Context: an optimization exercise on an open-source flow, tuned for small area, a short achievable clock period and few clock cycles per item. The choices shown serve that exercise and are no tape-out recipe. Only simulation tests tie the RTL to the original design; equivalence was not proved.

==> design/flow/design.v <==
module hme_fsearch (
    input  wire         clk,
    input  wire         rst,
    input  wire         start,
    input  wire [4:0]   grid_rows_m1,    
    input  wire [4:0]   grid_cols_m1,    
    output reg          busy,
    output reg          done,
    output wire         ref_req,
    output wire [8:0]   ref_y,
    output wire [8:0]   ref_x,
    input  wire [127:0] ref_row,
    output wire         tgt_req,
    output wire [8:0]   tgt_y,
    output wire [8:0]   tgt_x,
    input  wire [127:0] tgt_row,
    output reg          res_valid,
    output reg  [4:0]   res_mb_row,
    output reg  [4:0]   res_mb_col,
    output reg  [4:0]   res_dy,
    output reg  [4:0]   res_dx,
    output reg  [15:0]  res_cost
);
    localparam S_IDLE  = 2'd0;
    localparam S_SETUP = 2'd1;
    localparam S_RUN   = 2'd2;
    localparam S_DRAIN = 2'd3;
    reg [1:0] state;
    reg [4:0] gr_m1, gc_m1;
    reg [4:0] mb_r, mb_c;
    reg [8:0] py_hi, px_lo, px_hi;
    reg [8:0] py, px;
    reg [3:0] row;
    wire [8:0] ty = {mb_r, 4'd0};
    wire [8:0] tx = {mb_c, 4'd0};
    wire [8:0] y_max = {gr_m1, 4'd0};
    wire [8:0] x_max = {gc_m1, 4'd0};
    wire last_row  = (row == 4'd15);
    wire last_px   = (px == px_hi);
    wire last_py   = (py == py_hi);
    wire last_cand = last_row & last_px & last_py;
    wire last_mb_c = (mb_c == gc_m1);
    wire last_mb_r = (mb_r == gr_m1);
    wire last_mb   = last_mb_c & last_mb_r;
    wire issue = (state == S_RUN);
    assign ref_req = issue;
    assign ref_y   = py + {5'd0, row};
    assign ref_x   = px;
    assign tgt_req = issue;
    assign tgt_y   = ty + {5'd0, row};
    assign tgt_x   = tx;
    reg        d_valid;
    reg        d_first;       
    reg        d_last;        
    reg        d_mb_end;      
    reg        d_all_end;     
    reg [4:0]  d_dy, d_dx;
    reg [4:0]  d_mb_r, d_mb_c;
    reg [11:0] row_sad;
    integer k;
    always @(*) begin
        row_sad = 12'd0;
        for (k = 0; k < 16; k = k + 1) begin
            if (ref_row[8*k +: 8] > tgt_row[8*k +: 8])
                row_sad = row_sad + {4'd0, ref_row[8*k +: 8] - tgt_row[8*k +: 8]};
            else
                row_sad = row_sad + {4'd0, tgt_row[8*k +: 8] - ref_row[8*k +: 8]};
        end
    end
    reg  [15:0] acc;
    wire [15:0] cand_cost = (d_first ? 16'd0 : acc) + {4'd0, row_sad};
    reg         best_valid;
    reg  [15:0] best_cost;
    reg  [4:0]  best_dy, best_dx;
    wire better = !best_valid || (cand_cost < best_cost);
    always @(posedge clk) begin
        if (rst) begin
            state      <= S_IDLE;
            busy       <= 1'b0;
            done       <= 1'b0;
            d_valid    <= 1'b0;
            res_valid  <= 1'b0;
            best_valid <= 1'b0;
        end else begin
            done      <= 1'b0;
            res_valid <= 1'b0;
            case (state)
                S_IDLE: begin
                    if (start) begin
                        gr_m1 <= grid_rows_m1;
                        gc_m1 <= grid_cols_m1;
                        mb_r  <= 5'd0;
                        mb_c  <= 5'd0;
                        busy  <= 1'b1;
                        state <= S_SETUP;
                    end
                end
                S_SETUP: begin
                    px_lo <= (tx >= 9'd8) ? tx - 9'd8 : 9'd0;
                    py_hi <= (ty + 9'd8 <= y_max) ? ty + 9'd8 : y_max;
                    px_hi <= (tx + 9'd8 <= x_max) ? tx + 9'd8 : x_max;
                    py    <= (ty >= 9'd8) ? ty - 9'd8 : 9'd0;
                    px    <= (tx >= 9'd8) ? tx - 9'd8 : 9'd0;
                    row   <= 4'd0;
                    state <= S_RUN;
                end
                S_RUN: begin
                    row <= row + 4'd1;
                    if (last_row) begin
                        if (!last_px) begin
                            px <= px + 9'd1;
                        end else begin
                            px <= px_lo;
                            if (!last_py) begin
                                py <= py + 9'd1;
                            end else begin
                                if (last_mb) begin
                                    state <= S_DRAIN;
                                end else begin
                                    if (last_mb_c) begin
                                        mb_c <= 5'd0;
                                        mb_r <= mb_r + 5'd1;
                                    end else begin
                                        mb_c <= mb_c + 5'd1;
                                    end
                                    state <= S_SETUP;
                                end
                            end
                        end
                    end
                end
                S_DRAIN: begin
                end
            endcase
            d_valid   <= issue;
            d_first   <= (row == 4'd0);
            d_last    <= last_row;
            d_mb_end  <= last_cand;
            d_all_end <= last_cand & last_mb;
            d_dy      <= ty[4:0] - py[4:0];
            d_dx      <= tx[4:0] - px[4:0];
            d_mb_r    <= mb_r;
            d_mb_c    <= mb_c;
            if (d_valid) begin
                acc <= cand_cost;
                if (d_last) begin
                    if (d_mb_end) begin
                        res_valid  <= 1'b1;
                        res_mb_row <= d_mb_r;
                        res_mb_col <= d_mb_c;
                        res_cost   <= better ? cand_cost : best_cost;
                        res_dy     <= better ? d_dy : best_dy;
                        res_dx     <= better ? d_dx : best_dx;
                        best_valid <= 1'b0;
                        if (d_all_end) begin
                            done  <= 1'b1;
                            busy  <= 1'b0;
                            state <= S_IDLE;
                        end
                    end else if (better) begin
                        best_valid <= 1'b1;
                        best_cost  <= cand_cost;
                        best_dy    <= d_dy;
                        best_dx    <= d_dx;
                    end
                end
            end
        end
    end
endmodule
==> design/flow/run.sh <==
#!/bin/bash
# synth_recipe.tcl (not shown) runs the flow's synth.tcl, then flattens the netlist and writes it again
# the make line also repeats each setting of config.mk as NAME=value (left out here)
make -C /OpenROAD-flow-scripts/flow DESIGN_CONFIG=/design/flow/config.mk WORK_HOME=/design/flow/orfs CLKGATE_MAP_FILE= SYNTH_SCRIPT=/design/flow/synth_recipe.tcl finish
==> design/flow/config.mk <==
export PLATFORM = sky130hd
export DESIGN_NAME = hme_fsearch
export DESIGN_NICKNAME = hme_fsearch
export VERILOG_FILES = /design/flow/design.v
export SDC_FILE = /design/flow/constraint.sdc
export NUM_CORES = 4
export LEC_CHECK = 0
export CAP_MARGIN = 20
export CORE_MARGIN = 2
export CORE_UTILIZATION = 25
export PLACE_DENSITY = 0.5
export SLEW_MARGIN = 20
==> design/flow/constraint.sdc <==
create_clock -name core_clock -period 22.0 [get_ports {clk}]
set_input_delay 4.4000 -clock core_clock [delete_from_list [all_inputs] [get_ports {clk}]]
set_output_delay 4.4000 -clock core_clock [all_outputs]
set_load 0.01 [all_outputs]
==> impl_metrics.json <==
{
  "outcome": "complete, no violations",
  "wl_per_cell_um": 15.4,
  "critPathBufInv": 4,
  "clock-sinks": 169,
  "syn_area_um2": 23800,
  "layout-drive-gt1-share_pct": 4.72,
  "root_buffer": "clkbuf_16",
  "cts_inserted_buffers": 17,
  "dpl.hpwl_um": 56700,
  "cap_violations": 0,
  "place.gp.congestion": 0.828,
  "netlist-cell-type-count": 84,
  "track_usage_pct": 13.2,
  "io-pin-count": 346,
  "avgSynthCellArea_um2": 8.90,
  "fin_crit_ns": 20.60,
  "fin_skew_ns": 0.0148,
  "area_growth_pct": 23.5,
  "grt_pass1_wl_um": 103000,
  "nets": 3732,
  "worst_ep_arrival_time_ns": 20.76,
  "cp-end-kind": "flip-flop",
  "seq_area_frac_synth_pct": 21.1,
  "synth-async-reset-ratio_pct": 0,
  "yosysTopAreaCell": "ha_1",
  "path_class": "input port to flip-flop",
  "port_buffers": 341,
  "fmax_mhz": 48.5,
  "vias_per_cell": 4.44,
  "yosysWarnings": 1,
  "die_w_um": 312,
  "vias": 19000,
  "final_common_cell": "ha_1",
  "start_kind": "input port",
  "rrSetupSlack_ns": 16.53,
  "worstHoldPathType": "flip-flop to flip-flop",
  "cpPeakStageDelay_ns": 0.43,
  "rows": 113,
  "setup_viol": 0,
  "synth_top_area_share_pct": 21.9,
  "grt_pass1_vias": 19100,
  "rsz0062_at_grt": "false",
  "drc": 0,
  "antenna_found_initial": 12,
  "drt_wl_total_um": 65700,
  "synth_enable_flop_cells": 162,
  "slew_headroom_pct": 33.7,
  "cts_tree": "done",
  "dieArea_um2": 97500,
  "crit_required_ns": 22.17,
  "grt_overflow_total": 0,
  "fillers": 9897,
  "finalHoldViolations": 0,
  "worst-slew-pin-transition_ns": 0.993,
  "cp_max_fo": 17,
  "yosys-top-cells-area": "ha_1 (22%), edfxtp_1 (20%), inv_1 (6.4%)",
  "crit_family": "adder cells",
  "drt_first_iter_violations": 953,
  "dr.pass1.iters": 5,
  "finalCritPeriodShare_pct": 93.6,
  "htreeDepth": 4,
  "crit_top_cell": "ha_1",
  "antenna_left": 0,
  "synth_cells": 2670,
  "fin_util_pct": 31.0,
  "clock_latency_ns": 0.43,
  "finalSetupTns_ns": 0,
  "synth_flop_cell": "edfxtp_1",
  "slowest_stage": "clkdlybuf4s50_1",
  "initial_core_util_pct": 25.1,
  "clk_path_buf_depth": 2,
  "core_area_um2": 94600,
  "mostFrequentLayoutCells": "ha_1 (415), inv_1 (403), clkdlybuf4s50_1 (341)",
  "ys_ff_latch": 169,
  "grt_max_degree": 27,
  "die_h_um": 312,
  "clkTransAtPathRegs_ns": 0.07,
  "slew_violations": 0
}
==> metal layers <==
layer / up-vias / GRT usage [%] / wire length, µm
met5: - / 0 / 52
met4: 8 / 1.78 / 441
met3: 29 / 2.89 / 3750
met2: 288 / 22.7 / 31100
met1: 8769 / 17.2 / 30400
li1: 9922 / - / -
==> worst reg2reg max path, stage by stage (launching register included) <==
cell	delay, ns
edfxtp_1	0.65
nor2b_1	0.21
ha_1	0.19
inv_1	0.06
fa_1	0.41
nor2b_1	0.12
o21ai_0	0.11
a21boi_0	0.25
o21ai_0	0.15
a21boi_0	0.26
o21ai_0	0.14
a21boi_0	0.24
o21ai_0	0.11
nand2b_1	0.11
a21o_1	0.12
a21o_1	0.15
nand3_1	0.10
xor2_1	0.15
nor2_1	0.18
ha_1	0.29
a21o_1	0.16
a21oi_1	0.18
o211ai_1	0.12
nand3_1	0.11
buf_4	0.27
mux2_2	0.39
==> synthesized netlist by cell type (4+ instances only) <==
master,number
a211o_1,5
a211oi_1,39
a21boi_0,6
a21o_1,92
a21oi_1,174
a221o_1,21
a221oi_1,36
a31oi_1,6
and2_1,10
and3_1,8
buf_1,11
buf_4,5
clkbuf_1,34
dfxtp_1,7
edfxtp_1,162
fa_1,49
ha_1,415
inv_1,403
mux2_2,48
mux2i_1,67
nand2_1,124
nand2b_1,37
nand3_1,28
nand4_1,35
nor2_1,143
nor2b_1,106
nor3_1,20
nor3b_1,6
o211ai_1,11
o21a_1,34
o21ai_0,122
o21ai_1,4
o21bai_1,37
o22a_1,11
o22ai_1,9
o31ai_1,4
or3_1,6
xnor2_1,162
xnor2_2,6
xnor3_1,4
xor2_1,97
==> timing repair <==
| item | in CTS | in global routing |
|---|---|---|
| gates resized for setup | 0 | 6 |
| setup endpoints to repair | 0 | 52 |
| hold buffers | 0 | 0 |
| buffers inserted | 0 | 0 |
==> state kept, by name (all words and copies together) (netlist names), 6 cells and up <==
signal,cells
acc,16
best_cost,16
px,9
px_hi,6
px_lo,6
py,9
py_hi,6
res_cost,16
==> per-stage QoR <==
step / instances / worst slack [ns] / hold WS [ns] / instance area, µm²
global route: 4281 / 0.00602 / 0.429 / 29400
finish: 4281 / 1.40 / 0.421 / 29400
floorplan: 2673 / 2.33 / 0.400 / 23800
CTS: 4276 / 0.901 / 0.422 / 29300
detailed placement: 4245 / 0.550 / 0.406 / 28700
global placement: 4245 / 0.789 / 0.401 / 28700
==> cells by family (layout without fill, tap and decap cells) <==
group           Yosys count  count (layout)  share of synthesized area [%]
flops                   169             169                           21.1
buf+inv                 454             792                           7.25
xor+xnor                273             273                           10.8
simple gates            552             552                           11.8
mux                     115             115                           5.10
other cells               1               9                         0.0158
fa+ha+maj               466             466                           26.1
compound gates          640             640                           18.0
==> final cells by class <==
cell class	instances	area (µm²)	area share, %
repair buffers	357	3530	12.0
inverters	404	1520	5.17
diodes	5	12.5	0.0426
well taps	1265	1580	5.39
multi-input cells	2050	17100	58.2
clock inverters	14	198	0.673
flip-flops and latches	169	5000	17.0
clock buffers	17	425	1.45
==> worst paths after layout <==
| kind | startpoint | to | depth (start not counted) |
|---|---|---|---|
| min reg2reg | d_mb_c[1]$_DFFE_PN_ | res_mb_col[1]$_DFFE_PP_ | 0 |
| max reg2reg | d_first$_DFFE_PN_ | best_cost[6]$_DFFE_PP_ | 25 |
| min | d_mb_c[1]$_DFFE_PN_ | res_mb_col[1]$_DFFE_PP_ | 0 |
| max | ref_row[8] | best_cost[6]$_DFFE_PP_ | 82 |
Testbench counts, summed over its fixed seeds: cycles 745,490, mbs 298.

static timing again, ports no longer ideal:
How much do the figures lean on ideal ports? The routed layout below was timed once more, with nothing changed but the port constraints.
Step 1 (the two cells are an assumption about what drives the block):
set clk [get_ports {clk}]
set_driving_cell -lib_cell sky130_fd_sc_hd__clkbuf_16 $clk
set_driving_cell -lib_cell sky130_fd_sc_hd__buf_2 [delete_from_list [all_inputs] $clk]
Step 2 also shifts input and output timing later by t, the mid clock arrival at the registers, as if the neighbouring blocks saw the same clock.
Slacks: ideal / step 1 / step 2; pairs: ideal / step 1.
t, ns: 0.464
setup WS [ns]: 1.402 / 1.419 / 0.955
worst register clock-pin slew, ns: 0.07 / 0.07
worst slew at a driven data input, ns: 0.20
pins driven straight from the clock port: 1
After both steps this run still meets setup and hold. For this run, drivers alone change the setup slack by +0.017 ns; drivers and shift together by -0.447 ns.
